Background: an optimization exercise with open tools, aiming at small area. Do not read the settings as production practice. Function was checked by simulation only, so behaviour that the tests miss may differ from the original. No activity file was given, so power comes from the tool's default toggle rates.

## dm_frame_reader
module dm_frame_reader (
    input  wire        clk,
    input  wire        rst,             
    input  wire        cmd_valid,
    output wire        cmd_ready,
    input  wire [31:0] cmd_timeout_ms,
    output wire        rx_req,
    input  wire        rx_valid,
    input  wire        rx_tmo,
    input  wire [7:0]  rx_data,
    input  wire        tick_ms,
    output wire        busy,
    output wire [2:0]  res_code,
    output wire        rd_valid,
    output wire [15:0] r0,
    output wire [15:0] r1,
    output wire [15:0] r2,
    output wire [15:0] r3,
    output wire [15:0] r4,
    output wire [15:0] r5,
    output wire [15:0] r6,
    output wire [15:0] r7,
    output wire [15:0] r8,
    output wire [15:0] r9,
    output wire [15:0] r10,
    output wire [15:0] r11
);
    localparam [2:0] RES_NONE        = 3'd0;
    localparam [2:0] RES_OK          = 3'd1;
    localparam [2:0] RES_TIMEOUT     = 3'd2;
    localparam [2:0] RES_UNSUPPORTED = 3'd3;
    localparam [2:0] RES_TRUNCATED   = 3'd4;
    localparam [2:0] RES_CSUM_BAD    = 3'd5;
    localparam [4:0] P_SEEK1 = 5'd30;
    localparam [4:0] P_SEEK2 = 5'd31;
    localparam [4:0] P_LENHI = 5'd0;
    localparam [4:0] P_LENLO = 5'd1;
    localparam [4:0] P_CKHI  = 5'd28;
    localparam [4:0] P_CKLO  = 5'd29;
    reg         act;         
    reg  [2:0]  result;
    reg  [4:0]  pos;
    reg  [12:0] csum;
    reg         flag;        
    reg         expd;        
    reg  [191:0] sr;         
    assign busy      = act;
    assign cmd_ready = ~act;
    assign rx_req    = act;
    assign res_code  = result;
    assign rd_valid  = (result == RES_OK);
    assign {r0, r1, r2, r3, r4, r5, r6, r7, r8, r9, r10, r11} = sr;
  ...
export LEC_CHECK = 0
export CAP_MARGIN = 20
export CORE_MARGIN = 2
export CORE_UTILIZATION = 65
export SLEW_MARGIN = 20
create_clock -name core_clock -period 10.0 [get_ports {clk}]
standard.sh (not shown) runs the stock make flow with config.mk's settings and CLKGATE_MAP_FILE= SYNTH_SCRIPT=/design/flow/synth_recipe.tcl, a recipe that flattens the netlist after the stock synthesis.
==> flow/flow/run.sh <==
#!/bin/bash
set -euo pipefail
bash standard.sh "BUFFER_PORTS_ARGS=-buffer_cell sky130_fd_sc_hd__buf_1" "CTS_ARGS=-sink_clustering_enable -repair_clock_nets -dont_use_dummy_load -buf_list sky130_fd_sc_hd__clkbuf_8 -sink_clustering_size 20 -sink_clustering_max_diameter 60" finish > flow_make.log 2>&1
Then changed:
==> flow/flow/run.sh (replaced) <==
#!/bin/bash
set -euo pipefail
bash standard.sh "BUFFER_PORTS_ARGS=-buffer_cell sky130_fd_sc_hd__buf_1" finish > flow_make.log 2>&1
--- a/flow/config.mk
+++ b/flow/config.mk
@@ -8,4 +8,4 @@
 export CAP_MARGIN = 20
 export CORE_MARGIN = 2
-export CORE_UTILIZATION = 65
+export CORE_UTILIZATION = 40
 export SLEW_MARGIN = 20
Outcome: Clock power climbs by 110%. Cell area climbs by 6.4%. Die area climbs by 60%. Global-route usage drops by 8.8 points. Clock-buffer cell count climbs by 12.
Then changed:
==> flow/flow/run.sh (replaced) <==
#!/bin/bash
set -euo pipefail
bash standard.sh "BUFFER_PORTS_ARGS=-buffer_cell sky130_fd_sc_hd__buf_1" "CTS_ARGS=-sink_clustering_enable -repair_clock_nets -dont_use_dummy_load -buf_list sky130_fd_sc_hd__clkbuf_8 -sink_clustering_size 16 -sink_clustering_max_diameter 60" finish > flow_make.log 2>&1
After rerunning: Power falls by about a fifth. Critical path depth is unchanged. Flip-flop and latch count is unchanged. Die area is unchanged. Clock power falls by well over a third. Cell area falls by a few percent. Clock skew rises by 0.044 ns. Sequential share of layout area rises by 2.6 points. Area after synthesis is unchanged. Worst setup slack gets better by 0.034 ns. Wire length falls slightly.
Then changed:
==> flow/run.sh (new file) <==
#!/bin/bash
# synth_recipe.tcl (not shown) runs the flow's synth.tcl, then flattens the netlist and writes it again
# the make line also repeats each setting of config.mk as NAME=value (left out here)
make -C /OpenROAD-flow-scripts/flow DESIGN_CONFIG=/design/flow/config.mk WORK_HOME=/design/flow/orfs CLKGATE_MAP_FILE= SYNTH_SCRIPT=/design/flow/synth_recipe.tcl finish
--- a/flow/config.mk
+++ b/flow/config.mk
@@ -9,3 +9,4 @@
 export CORE_MARGIN = 2
 export CORE_UTILIZATION = 40
+export CTS_BUF_LIST = sky130_fd_sc_hd__clkbuf_4
 export SLEW_MARGIN = 20
removed: flow/flow/run.sh
removed: flow/standard.sh
Result:
- global-route usage went up by 1.4 points
- worst setup slack got worse by 0.48 ns
- synthesized cell count does not change
- wire length went up by a little under a tenth
- clock power went up by well over a third


## run 1
The RTL this note starts from:
==> flow/design.v <==
module dm_frame_reader (
    input  wire        clk,
    input  wire        rst,             
    input  wire        cmd_valid,
    output wire        cmd_ready,
    input  wire [31:0] cmd_timeout_ms,
    output wire        rx_req,
    input  wire        rx_valid,
    input  wire        rx_tmo,
    input  wire [7:0]  rx_data,
    input  wire        tick_ms,
    output wire        busy,
    output wire [2:0]  res_code,
    output wire        rd_valid,
    output wire [15:0] r0,
    output wire [15:0] r1,
    output wire [15:0] r2,
    output wire [15:0] r3,
    output wire [15:0] r4,
    output wire [15:0] r5,
    output wire [15:0] r6,
    output wire [15:0] r7,
    output wire [15:0] r8,
    output wire [15:0] r9,
    output wire [15:0] r10,
    output wire [15:0] r11
);
    localparam [2:0] RES_NONE        = 3'd0;
    localparam [2:0] RES_OK          = 3'd1;
    localparam [2:0] RES_TIMEOUT     = 3'd2;
    localparam [2:0] RES_UNSUPPORTED = 3'd3;
    localparam [2:0] RES_TRUNCATED   = 3'd4;
    localparam [2:0] RES_CSUM_BAD    = 3'd5;
    localparam [4:0] P_SEEK1 = 5'd4;
    localparam [4:0] P_SEEK2 = 5'd5;
    localparam [4:0] P_LENHI = 5'd6;
    localparam [4:0] P_LENLO = 5'd7;
    localparam [4:0] P_CKHI  = 5'd2;
    localparam [4:0] P_CKLO  = 5'd3;
    reg          act;        
    reg  [2:0]   result;
    reg  [4:0]   pos;
    reg  [12:0]  csum;       
    reg          flag;       
    reg          expd;       
    reg  [191:0] sr;         
    assign busy      = act;
    assign cmd_ready = ~act;
    assign rx_req    = act;
    assign res_code  = result;
    assign rd_valid  = (result == RES_OK);
    assign {r0, r1, r2, r3, r4, r5, r6, r7, r8, r9, r10, r11} = sr;
    wire        start  = ~act & cmd_valid;
    wire        sym    = act & rx_valid;
    wire        byte_v = sym & ~rx_tmo;
    wire        seek   = (pos[4:1] == 4'b0010);
    wire        seek2  = seek & pos[0];
    wire        shift  = byte_v & (pos[4] | pos[3]);
    wire        summed = ~(pos[4:3] == 2'b00 & (pos[2] ^ pos[1]));
    wire        is_42  = (rx_data == 8'h42);
    wire        is_4d  = (rx_data == 8'h4D);
    wire [31:0] rem     = sr[31:0];
    wire        rem_inf = &rem;
    wire        tick    = act & seek & tick_ms;
    wire [32:0] bz;                      
    assign bz[0] = 1'b1;
    wire        deadline = expd | (tick & bz[32]);
    reg  [2:0]  result_n;
    reg  [4:0]  pos_n;
    reg         act_n;
    always @(*) begin
        act_n    = act;
        result_n = result;
        pos_n    = pos;
        if (!act) begin
            if (cmd_valid) begin
                act_n    = 1'b1;
                result_n = RES_NONE;
                pos_n    = P_SEEK1;
            end
        end else if (sym) begin
            if (seek) begin
                if (seek2 && !rx_tmo && is_4d)
                    pos_n = P_LENHI;
                else if (deadline) begin
                    act_n    = 1'b0;
                    result_n = RES_TIMEOUT;
                end else if (!rx_tmo && is_42)
                    pos_n = P_SEEK2;
                else if (!rx_tmo)
                    pos_n = P_SEEK1;
            end else if (rx_tmo) begin
                act_n    = 1'b0;
                result_n = RES_TRUNCATED;
            end else if (pos == P_LENLO && !(flag && rx_data == 8'd28)) begin
                act_n    = 1'b0;
                result_n = RES_UNSUPPORTED;
            end else if (pos == P_CKLO) begin
                act_n    = 1'b0;
                result_n = (flag && rx_data == csum[7:0]) ? RES_OK : RES_CSUM_BAD;
            end else
                pos_n = pos + 5'd1;
        end
    end
    always @(posedge clk) begin
        if (rst) begin
            act    <= 1'b0;
            result <= RES_NONE;
        end else begin
            act    <= act_n;
            result <= result_n;
        end
        pos <= pos_n;
    end
    always @(posedge clk) begin
        if (byte_v) begin
            if (pos == P_LENHI)
                flag <= (rx_data == 8'd0);
            else if (pos == P_CKHI)
                flag <= (rx_data == {3'd0, csum[12:8]});
        end
    end
    always @(posedge clk) begin
        if (byte_v && seek2 && is_4d)
            csum <= 13'h8F;
        else if (byte_v && summed && !seek)
            csum <= csum + {5'd0, rx_data};
    end
    always @(posedge clk) begin
        if (!act)
            expd <= 1'b0;
        else if (tick && bz[32])
            expd <= 1'b1;
    end
    genvar g;
    generate
        for (g = 0; g < 32; g = g + 1) begin : g_rem
            assign bz[g+1] = bz[g] & ~rem[g];
            wire prev = (g < 8) ? rx_data[g % 8] : sr[(g < 8) ? 0 : g - 8];
            wire en   = start | shift | (tick & ~rem_inf & bz[g]);
            wire d    = start ? cmd_timeout_ms[g] : shift ? prev : ~rem[g];
            always @(posedge clk)
                if (en)
                    sr[g] <= d;
        end
    endgenerate
    always @(posedge clk) begin
        if (shift)
            sr[191:32] <= sr[183:24];
    end
endmodule
==> flow/config.mk <==
export PLATFORM = sky130hd
export DESIGN_NAME = dm_frame_reader
export DESIGN_NICKNAME = dm_frame_reader
export VERILOG_FILES = /design/flow/design.v
export SDC_FILE = /design/flow/constraint.sdc
export NUM_CORES = 4
export LEC_CHECK = 0
export CAP_MARGIN = 20
export CORE_MARGIN = 2
export CORE_UTILIZATION = 65
export SLEW_MARGIN = 20
==> flow/constraint.sdc <==
create_clock -name core_clock -period 10.0 [get_ports {clk}]
set_input_delay 2.0000 -clock core_clock [delete_from_list [all_inputs] [get_ports {clk}]]
set_output_delay 2.0000 -clock core_clock [all_outputs]
set_load 0.01 [all_outputs]
==> flow/flow/run.sh <==
#!/bin/bash
set -euo pipefail
bash standard.sh "BUFFER_PORTS_ARGS=-buffer_cell sky130_fd_sc_hd__buf_1" "CTS_ARGS=-sink_clustering_enable -repair_clock_nets -dont_use_dummy_load -buf_list sky130_fd_sc_hd__clkbuf_16 -sink_clustering_size 30 -sink_clustering_max_diameter 50" finish > flow_make.log 2>&1
Here is what was changed in the inputs of run 2 compared with run 1.
# run 1
export LEC_CHECK = 0
export CAP_MARGIN = 20
export CORE_MARGIN = 2
export CORE_UTILIZATION = 65
export SLEW_MARGIN = 20
create_clock -name core_clock -period 10.0 [get_ports {clk}]
# run 2
export LEC_CHECK = 0
export CAP_MARGIN = 20
export CORE_MARGIN = 2
export CORE_UTILIZATION = 65
export CTS_BUF_LIST = sky130_fd_sc_hd__clkbuf_8
export CTS_CLUSTER_DIAMETER = 45
export CTS_CLUSTER_SIZE = 14
export SLEW_MARGIN = 20
create_clock -name core_clock -period 10.0 [get_ports {clk}]
==> flow/run.sh (new file) <==
#!/bin/bash
# synth_recipe.tcl (not shown) runs the flow's synth.tcl, then flattens the netlist and writes it again
# the make line also repeats each setting of config.mk as NAME=value (left out here)
make -C /OpenROAD-flow-scripts/flow DESIGN_CONFIG=/design/flow/config.mk WORK_HOME=/design/flow/orfs CLKGATE_MAP_FILE= SYNTH_SCRIPT=/design/flow/synth_recipe.tcl finish
removed: flow/flow/run.sh
removed: flow/standard.sh
==> comparison <==
- Looking only at portion of total power attributed to combinational logic, and setting everything else aside, the lower value of run 2 and run 1 goes to run 1.
- Routed via count divided by cell count of run 2 exceeds that of run 1 by a few percent.
- Result: PASS for each of run 2 and run 1
- Critical-path maximum fanout grows by a few percent when moving from run 1 to run 2.
- Going from run 1 to run 2, switching share of total power moved up; fmax lost 5.0%.
- From run 1 to run 2 the numbers moved as follows: worst slew slack as a fraction of its limit down 3.5 points; worst setup slack lost 0.22 ns; final instance count without filler cells up 20.
- Changes observed in run 2 relative to run 1: buffering overhead increased 12 points; area of all placed cells without fillers increased 16%.
Modified inputs, run 3 compared to run 2
# run 2
export LEC_CHECK = 0
export CAP_MARGIN = 20
export CORE_MARGIN = 2
export CORE_UTILIZATION = 65
export CTS_BUF_LIST = sky130_fd_sc_hd__clkbuf_8
export CTS_CLUSTER_DIAMETER = 45
export CTS_CLUSTER_SIZE = 14
export SLEW_MARGIN = 20
create_clock -name core_clock -period 10.0 [get_ports {clk}]
# run 3
export LEC_CHECK = 0
export CAP_MARGIN = 20
export CORE_MARGIN = 2
export CORE_UTILIZATION = 65
export SLEW_MARGIN = 20
create_clock -name core_clock -period 10.0 [get_ports {clk}]
==> flow/flow/run.sh (new file) <==
#!/bin/bash
set -euo pipefail
bash standard.sh "BUFFER_PORTS_ARGS=-buffer_cell sky130_fd_sc_hd__buf_1" "CTS_ARGS=-sink_clustering_enable -repair_clock_nets -dont_use_dummy_load -buf_list sky130_fd_sc_hd__clkbuf_4 -sink_clustering_size 10 -sink_clustering_max_diameter 40" finish > flow_make.log 2>&1
==> flow/standard.sh (new file) <==
#!/bin/bash
# synth_recipe.tcl (not shown) runs the flow's synth.tcl, then flattens the netlist and writes it again
# the make line also repeats each setting of config.mk as NAME=value (left out here)
make -C /OpenROAD-flow-scripts/flow DESIGN_CONFIG=/design/flow/config.mk WORK_HOME=/design/flow/orfs CLKGATE_MAP_FILE= SYNTH_SCRIPT=/design/flow/synth_recipe.tcl "${@:-finish}"
removed: flow/run.sh
Results
- [compare] base=run 2 new=run 3: number of max-cap violations roughly the same; pin slew with the least headroom to its limit lost 0.055 ns.
- Compared to run 2, run 3 has top achievable clock speed about 10% higher.
- Taking run 2 as the reference, in run 3 hold slack moved down; final non-filler cell area decreased 15%; routed wire length went down 5500 µm.
- Taking run 2 as the reference, in run 3 core utilization now smaller; final worst slack grew by 0.39 ns; global-route usage saw a decrease; first-iteration DRC count shrank by 248.
- Routed length on met1 went down by more than 10% going from run 2 to run 3.
Modified inputs, run 4 compared to run 3
# run 3
export LEC_CHECK = 0
export CAP_MARGIN = 20
export CORE_MARGIN = 2
export CORE_UTILIZATION = 65
export SLEW_MARGIN = 20
create_clock -name core_clock -period 10.0 [get_ports {clk}]
# run 4
export LEC_CHECK = 0
export CAP_MARGIN = 20
export CORE_MARGIN = 2
export CORE_UTILIZATION = 75
export SLEW_MARGIN = 20
create_clock -name core_clock -period 10.0 [get_ports {clk}]
==> flow/flow/run.sh <==
#!/bin/bash
set -euo pipefail
bash standard.sh "BUFFER_PORTS_ARGS=-buffer_cell sky130_fd_sc_hd__buf_1" "CTS_ARGS=-sink_clustering_enable -repair_clock_nets -dont_use_dummy_load -buf_list sky130_fd_sc_hd__clkbuf_4 -sink_clustering_size 12 -sink_clustering_max_diameter 35" finish > flow_make.log 2>&1
Findings:
Diff run 3..run 4 | simple-gate area share of the yosys netlist | unchanged
The total power draw was comparable across run 4 and run 3.
First-pass GRT wire length shrinks by a few percent when moving from run 3 to run 4.
Changes observed in run 4 relative to run 3: non-clock buffer instance count of the final layout shrank by 1, final worst-path cycle share grew by 0.54 points, cell count shrank by about 3.4%, critical path arrival grew by 0.05 ns.

## what the ideal ports hide
The results above use ideal ports. As a check the final layouts listed here were re-extracted and re-timed, cells and wires unchanged. Step 1, drivers: a clkbuf_16 drives clk and a buf_2 each remaining input, both assumed. Step 2, shift: input delay + t, output delay - t, t = (earliest + latest rising clock arrival at the registers) / 2. This alone moves slack from input paths to output paths. Three values: ideal ports, drivers, drivers and shift; two values: the first two.
| run | t, ns | setup WS [ns] | worst register clock-pin slew, ns |
|---|---|---|---|
| the first run of note 1 | 0.499 | 5.244 / 5.253 / 4.753 | 0.11 / 0.11 |
| the second run of note 1 | 0.553 | 5.302 / 5.326 / 4.773 | 0.06 / 0.06 |
| the third run of note 1 | 0.547 | 5.336 / 5.353 / 4.806 | 0.10 / 0.10 |
| the fourth run of note 1 | 0.692 | 4.858 / 4.873 / 4.182 | 0.08 / 0.08 |
| run 1 | 0.498 | 5.842 / 5.858 / 5.360 | 0.08 / 0.08 |
| run 2 | 0.550 | 5.621 / 5.631 / 5.080 | 0.10 / 0.10 |
| run 3 | 0.641 | 6.012 / 6.023 / 5.382 | 0.11 / 0.11 |
| run 4 | 0.653 | 5.959 / 5.968 / 5.315 | 0.12 / 0.12 |
After both steps every run listed still meets setup and hold. For the fourth run of note 1, which loses most, drivers alone change the setup slack by +0.015 ns; drivers and shift together by -0.676 ns.
